This design comes from an exercise in tuning for small area on the open sky130 flow, not from production work. For this run, only the layout was checked, not whether the RTL still works. Power is estimated from default activity; no workload was simulated.

`flow/design.v`:
```
module klt_block (
    input  wire        clk,
    input  wire        rst,
    input  wire [3:0]  col_n,
    input  wire        led_ready,
    output wire [3:0]  row_n,
    output wire        led_valid,
    output wire [31:0] led_word,
    output wire        pwm_out,
    output wire        reboot_req,
    output wire        log_valid,
    output wire [4:0]  log_code
);
    localparam [3:0] S_RST  = 4'd0,  S_IDLE = 4'd1,  S_SETL = 4'd2,  S_COL  = 4'd3,
                     S_REL  = 4'd4,  S_DISP = 4'd5,  S_TON  = 4'd6,  S_TGAP = 4'd7,
                     S_EMIT = 4'd8,  S_HOLD = 4'd9,  S_HALT = 4'd10;
    localparam [14:0] W_IDLE  = 15'd799,    
                      W_BEEP  = 15'd1599,   
                      W_NOTE  = 15'd3999,   
                      W_MGAP  = 15'd1199,   
                      W_GLYPH = 15'd23999,  
                      W_SETL  = 15'd1,      
                      W_ZERO  = 15'd0;
    reg [3:0]  ph;
    reg [11:0] pcnt;
    reg [3:0]  sync1;
    reg        sync2;
    reg [14:0] tmr;
    reg [1:0]  kr, kc;
    reg [2:0]  apc;
    reg [4:0]  sub;      
    wire       tdone = (tmr == 15'd0);
    wire [3:0] key   = {kr, kc};
    wire       col_now = sync2;
    wire       mel   = apc[1];       
    function [24:0] glyph;
        input [2:0] g;
        begin
            case (g)
                3'd0:    glyph = 25'h118FE2E;    
                3'd1:    glyph = 25'h1F0BC3F;    
                3'd2:    glyph = 25'h1F2109F;    
                3'd3:    glyph = 25'h0E8C62E;    
                3'd4:    glyph = 25'h0E8C631;    
                default: glyph = 25'h0;
            endcase
        end
    endfunction
    wire [24:0] gl   = glyph(apc - 3'd1);
    wire        gbit = gl[sub];
    wire k0  = (key == 4'd0);
    wire kA  = (key == 4'd3);
    wire kB  = (key == 4'd7);
    wire kC  = (key == 4'd11);
    wire kZ  = (key == 4'd13);
    wire kH  = (key == 4'd14);
    wire kD  = (key == 4'd15);
    wire red   = (k0 & gbit) | kC;
    wire green = kD;
    wire blue  = kB;
    wire white = kH;
    assign led_word = {green | white, {6{green}},
                       1'b0, red, red | white, {5{red}},
                       {3{blue}}, blue | white, {4{blue}},
                       8'h00};
    assign led_valid  = (ph == S_EMIT);
    assign pwm_out    = (ph == S_TON) & ~pcnt[11];
    assign reboot_req = (ph == S_HALT);
    assign log_valid  = (ph == S_DISP) & (apc == 3'd0);
    assign log_code   = {1'b1, kr, kc};
    assign row_n      = (ph == S_SETL || ph == S_COL || ph == S_REL) ?
                        ~(4'b0001 << kr) : 4'b1111;
    reg [1:0] kc_n;
    always @(*) begin
        kc_n = kc;
        if (ph == S_RST || (ph == S_IDLE && tdone)) kc_n = 2'd0;
        else if (ph == S_COL && col_now) kc_n = kc + 2'd1;
    end
    always @(posedge clk) begin
        sync1 <= col_n;
        sync2 <= sync1[kc_n];
        kc    <= kc_n;
        tmr   <= tmr - 15'd1;
        if (rst) begin
            ph   <= S_RST;
            pcnt <= 12'd0;
        end else begin
            pcnt <= pcnt + 12'd1;
            case (ph)
                S_RST: begin
                    kr  <= 2'd0;
                    tmr <= W_SETL;
                    ph  <= S_SETL;
                end
                S_IDLE: begin
                    if (tdone) begin
                        kr  <= 2'd0;
                        tmr <= W_SETL;
                        ph  <= S_SETL;
                    end
                end
                S_SETL: begin
                    if (tdone) ph <= S_COL;
                end
                S_COL: begin
                    if (!col_now) begin
                        ph <= S_REL;
                    end else if (kc == 2'd3) begin
                        if (kr == 2'd3) begin
                            tmr <= W_IDLE;
                            ph  <= S_IDLE;
                        end else begin
                            kr  <= kr + 2'd1;
                            tmr <= W_SETL;
                            ph  <= S_SETL;
                        end
                    end
                end
                S_REL: begin
                    if (col_now) begin
                        apc <= 3'd0;
                        ph  <= S_DISP;
                    end
                end
                S_DISP: begin
                    sub <= 5'd24;
                    if (k0) begin
                        case (apc)
                            3'd0: begin sub <= 5'd6; tmr <= W_BEEP; ph <= S_TON; end
                            3'd6: begin sub <= 5'd0; tmr <= W_NOTE; ph <= S_TON; end
                            3'd7: begin tmr <= W_IDLE; ph <= S_IDLE; end
                            default: ph <= S_EMIT;
                        endcase
                    end else if ((kA | kB | kC | kH | kD) && apc == 3'd0) begin
                        ph <= S_EMIT;
                    end else if (kZ && apc == 3'd0) begin
                        tmr <= W_IDLE;
                        ph  <= S_HOLD;
                    end else if (kZ) begin
                        ph <= S_HALT;
                    end else begin
                        tmr <= W_IDLE;
                        ph  <= S_IDLE;
                    end
                end
                S_TON: begin
                    if (tdone) begin
                        tmr <= mel ? W_MGAP : W_BEEP;
                        ph  <= S_TGAP;
                    end
                end
                S_TGAP: begin
                    if (tdone) begin
                        if (sub[2:0] == 3'd7) begin
                            apc <= apc + 3'd1;
                            ph  <= S_DISP;
                        end else begin
                            sub <= sub + 5'd1;
                            tmr <= mel ? W_NOTE : W_BEEP;
                            ph  <= S_TON;
                        end
                    end
                end
                S_EMIT: begin
                    if (led_ready) begin
                        if (sub == 5'd0) begin
                            tmr <= k0 ? W_GLYPH : W_ZERO;
                            ph  <= S_HOLD;
                        end else begin
                            sub <= sub - 5'd1;
                        end
                    end
                end
                S_HOLD: begin
                    if (tdone) begin
                        apc <= apc + 3'd1;
                        ph  <= S_DISP;
                    end
                end
                default: ;
            endcase
        end
    end
endmodule
```
`flow/run.sh`:
```
#!/bin/bash
# synth_recipe.tcl (not shown) runs the flow's synth.tcl, then flattens the netlist and writes it again
# the make line also repeats each setting of config.mk as NAME=value (left out here)
make -C /OpenROAD-flow-scripts/flow DESIGN_CONFIG=/design/flow/config.mk WORK_HOME=/design/flow/orfs CLKGATE_MAP_FILE= SYNTH_SCRIPT=/design/flow/synth_recipe.tcl finish
```
`flow/config.mk`:
```
export PLATFORM = sky130hd
export DESIGN_NAME = klt_block
export DESIGN_NICKNAME = klt_block
export VERILOG_FILES = /design/flow/design.v
export SDC_FILE = /design/flow/constraint.sdc
export NUM_CORES = 4
export LEC_CHECK = 0
export CAP_MARGIN = 20
export CORE_MARGIN = 2
export CORE_UTILIZATION = 40
export SLEW_MARGIN = 20
```
`flow/constraint.sdc`:
```
create_clock -name core_clock -period 10.0 [get_ports {clk}]
set_input_delay 2.0000 -clock core_clock [delete_from_list [all_inputs] [get_ports {clk}]]
set_output_delay 2.0000 -clock core_clock [all_outputs]
set_load 0.01 [all_outputs]
```
==> impl_results.rst <==
.. list-table::
   :header-rows: 1

   * - Metric
     - Value
   * - Core area
     - 9730 um^2
   * - CTS Buf Count
     - 5
   * - Smallest hold slack
     - 0.454 ns
   * - Internal power summed over all cells
     - 0.516 mW
   * - CTS tree
     - yes
   * - Number of register bits inferred by synthesis
     - 48
   * - Synth warnings
     - 1
   * - Dominant register cell in the synthesized netlist
     - sky130_fd_sc_hd__dfxtp_1
   * - Max-capacitance violation count
     - 0
   * - Count leader, synth
     - sky130_fd_sc_hd__nor2_1
   * - Horizontal extent of the die
     - 104 um
   * - Fraction of the core area covered by cells at the end of the flow
     - 45.2%
   * - Number of hold-repair buffers added at the cts stage
     - 0
   * - Count of routing violations after the opening detailed-route iteration
     - 336
   * - Final max-slew violation count
     - 0
   * - Slowest-stage cell, CP
     - sky130_fd_sc_hd__xnor2_1
   * - Die extent in y
     - 104 um
   * - Share of post-route cells with drive strength above 1
     - 6.00%
   * - Power per standard cell area
     - 208 nW/um^2
   * - Starting utilization of the core area
     - 41.0%
   * - Synth top cells by count
     - sky130_fd_sc_hd__nor2_1 (56), sky130_fd_sc_hd__a21oi_1 (40), sky130_fd_sc_hd__nand2_1 (40)
   * - Sink Count
     - 48
   * - Switching Fraction
     - 43.6%
   * - Number of enable flip-flop cells after synthesis
     - 10
   * - Number of gates resized after cts
     - 0
   * - Hold/Removal Path Class
     - reg2reg
   * - Final HPWL DP
     - 8.15 mm
   * - Post-Syn Area
     - 3990 um^2
   * - Total overflow reported by the global router
     - 0
   * - Arrival time of the worst setup path
     - 3.83 ns
   * - Total Wirelength
     - 10.5 mm
   * - Overall global routing resource usage
     - 19.2%
   * - Status
     - timing/DRC/antenna clean
   * - Vias in the first global route
     - 3,417
   * - Detailed-route DRC error count
     - 0
   * - Clock network latency to the later pin of the worst-skew pair
     - 0.31 ns
   * - Count of input and output buffers
     - 40
   * - Global-route wire length before repair
     - 17.0 mm
   * - Weighted congestion reported at the end of routability-driven placement
     - 0.962
   * - Number of fill cells
     - 1,026
   * - Number of nets with antenna violations after detailed routing
     - 0
   * - Final TNS setup
     - 0 ns
   * - Setup repair after global routing missed its margin
     - no
   * - Clock period minus final worst setup slack
     - 5.83 ns
   * - Antenna Diode Count
     - 0
   * - Startpoint types
     - flip-flop
   * - Worst setup EP type
     - primary output
   * - Share of flip-flops with an asynchronous set or reset
     - 0%
   * - Worst-case clock skew
     - 0.00409 ns
   * - Fmax
     - 172 MHz
   * - Vias per cell
     - 5.71
   * - Unique cell type count in the Yosys netlist
     - 75
   * - Sequential cell fraction of total power
     - 32.8%
   * - Reg clk slew, reported paths
     - 0.09 ns
   * - Clock network fraction of design power
     - 17.8%
   * - Average size of a mapped cell
     - 7.80 um^2
   * - Combinational Power Share
     - 49.4%
   * - Worst voltage drop across the vdd grid
     - 0.138 mV
   * - Switching power total
     - 0.398 mW
   * - Area growth, synth to finish
     - 10.1%
   * - # Post-CTS Setup Buffers
     - 0
   * - Total number of nets in the final design
     - 545
   * - Root buffer selected by CTS
     - sky130_fd_sc_hd__clkbuf_8
   * - Rows
     - 36
   * - DR pass1 iterations
     - 5
   * - Num ports
     - 52
   * - Pin count of the biggest net entering global routing
     - 26
   * - Gate count after technology mapping
     - 512
   * - Die area
     - 10,800 um^2
   * - CTS HTree Levels
     - 2
   * - Data required, critical path
     - 8.00 ns
   * - Initial antenna violation count
     - 0
   * - Vias
     - 3,713
   * - Number of cell instances on the worst register-to-register path
     - 8
   * - Cell type with the highest aggregate area in the netlist
     - sky130_fd_sc_hd__dfxtp_1
   * - Cells taking the most area after synthesis
     - sky130_fd_sc_hd__dfxtp_1 (19%), sky130_fd_sc_hd__edfxtp_1 (7.5%), sky130_fd_sc_hd__ha_1 (6.6%)
   * - Slowest cell delay on critical path
     - 0.70 ns
   * - Sequence of cells on the critical path
     - inv_1 -> ha_1 -> xnor2_1 -> o21ai_0 -> a221oi_1 -> nor3_1 -> or3_1 -> nand2_1 -> clkdlybuf4s50_1
   * - Sequential share of the synthesized area
     - 26.6%
   * - Hold Path Depth
     - 1
   * - Number of setup violations in the final report
     - 0
   * - Critical path peak fanout
     - 12
   * - Wire length per cell
     - 16.2 um
   * - Rel. slew slack
     - 40.0%
   * - Fin. Hold Viols
     - 0
   * - Clk buf depth
     - 2
   * - Pleak
     - 1.63 nW
   * - Fraction of post-synthesis cell area in the top cell type by area
     - 19.1%
   * - Slew at the pin with the worst max-slew slack
     - 0.893 ns
   * - Final cycle utilization of the critical path
     - 58.3%
   * - Setup CP Type
     - reg2out
[sequential cells by signal, summed over array words and instances, names as in the netlist]
| signal | flops |
|---|---|
| sync1 | 4 |
| sub | 5 |
| apc | 3 |
| kc | 2 |
| sync2 | 1 |
| ph | 4 |
| pcnt | 12 |
| tmr | 15 |
| kr | 2 |
[through the flow]
stage | instance area (um^2) | instances | setup WS [ns] | power (mW)
final | 4400 | 650 | 4.17 | 0.914
after global routing | 4400 | 650 | 3.88 | 0.982
after CTS | 4400 | 650 | 4.21 | 0.911
after detailed placement | 4260 | 642 | 4.55 | 0.747
after global placement | 4260 | 642 | 4.73 | 0.744
after floorplan | 4030 | 521 | 5.67 | 0.639
[placed cells by master, fill, tap and decap left out, types with 5 or more instances in the layout]
cell,n
sky130_fd_sc_hd__clkdlybuf4s50_1,40
sky130_fd_sc_hd__o21ai_0,30
sky130_fd_sc_hd__a21o_1,7
sky130_fd_sc_hd__inv_1,15
sky130_fd_sc_hd__nand2b_1,10
sky130_fd_sc_hd__nand2_1,40
sky130_fd_sc_hd__and2_1,8
sky130_fd_sc_hd__dfxtp_1,38
sky130_fd_sc_hd__clkbuf_8,5
sky130_fd_sc_hd__xor2_1,11
sky130_fd_sc_hd__and3_1,6
sky130_fd_sc_hd__nand3_1,13
sky130_fd_sc_hd__nor2_1,56
sky130_fd_sc_hd__edfxtp_1,10
sky130_fd_sc_hd__nor3_1,17
sky130_fd_sc_hd__ha_1,21
sky130_fd_sc_hd__nor2b_1,5
sky130_fd_sc_hd__xnor2_1,12
sky130_fd_sc_hd__conb_1,11
sky130_fd_sc_hd__or3_1,9
sky130_fd_sc_hd__a31oi_1,13
sky130_fd_sc_hd__a21oi_1,40
sky130_fd_sc_hd__a22oi_1,6
[per-layer routing]
layer  vias up  wire, um  GRT usage (%)
met1      1737      4750           26.5
met5         -         0              0
met4         0       205           5.79
li1       1817         -              -
met2       143      4870           31.4
met3        16       690           2.19
[worst paths after layout]
check        slack (ns)    start           end
max                4.17   apc[1]  led_word[22]
min                0.45  pcnt[0]       pcnt[0]
max reg2reg        6.96    ph[3]        sub[4]
min reg2reg        0.45  pcnt[0]       pcnt[0]
[cell families after synthesis]
| logic type | Yosys count | synth area share [%] |
|---|---|---|
| other | 2 | 0.188 |
| buffers and inverters | 69 | 9.93 |
| DFF | 48 | 26.6 |
| xor gates and xnor gates | 23 | 5.05 |
| muxes | 5 | 1.28 |
| adders and majority gates | 22 | 7.08 |
| and+or+nand+nor | 202 | 27.0 |
| AOI/OAI and AO/OA | 141 | 22.9 |
[worst max-delay path, delay by kind of cell, from the launching register on]
family	cells	cell delay [ns]
AND/OR/NAND/NOR	3	0.64
adder cells (fa/ha/maj)	1	0.22
buffers and inverters	2	0.73
XOR/XNOR	1	0.70
AO/OA/AOI/OAI	2	0.69
flip-flops	1	0.53
[power groups by stage]
stage,combinational (mW),sequential [mW],clock (mW)
2_1_floorplan,0.370,0.270,0
3_3_place_gp,0.441,0.303,0
3_5_place_dp,0.444,0.303,0
4_1_cts,0.447,0.299,0.165
5_1_grt,0.500,0.308,0.174
6_report,0.451,0.300,0.163
[cell type report]
class	count	area, um^2	area share (%)
multi-input combinational	404	2570	58.4
sequential	48	1060	24.1
timing repair buffer	41	408	9.28
tap	133	166	3.78
clock buffer	6	93.8	2.13
inverter	16	60.1	1.37
clock inverter	2	38.8	0.882

separate check: timing with driven ports:
How much do the figures lean on ideal ports? The routed layout below was timed once more, with nothing changed but the port constraints.
Step 1: set_driving_cell puts a clkbuf_16 on clk and a buf_2 on each other input, an assumption about the parent block.
Step 2, shift: input delay + t, output delay - t, t = (earliest + latest rising clock arrival at the registers) / 2. This alone moves slack from input paths to output paths.
Three values: ideal, step 1, step 2; two values: the first two.
t (ns): 0.348
setup slack, ns: 4.171 / 4.136 / 4.484
worst setup path at the end: register to output
After both steps this run still meets setup and hold. The setup slack of this run moves by -0.035 ns with the drivers and by +0.313 ns with both steps.
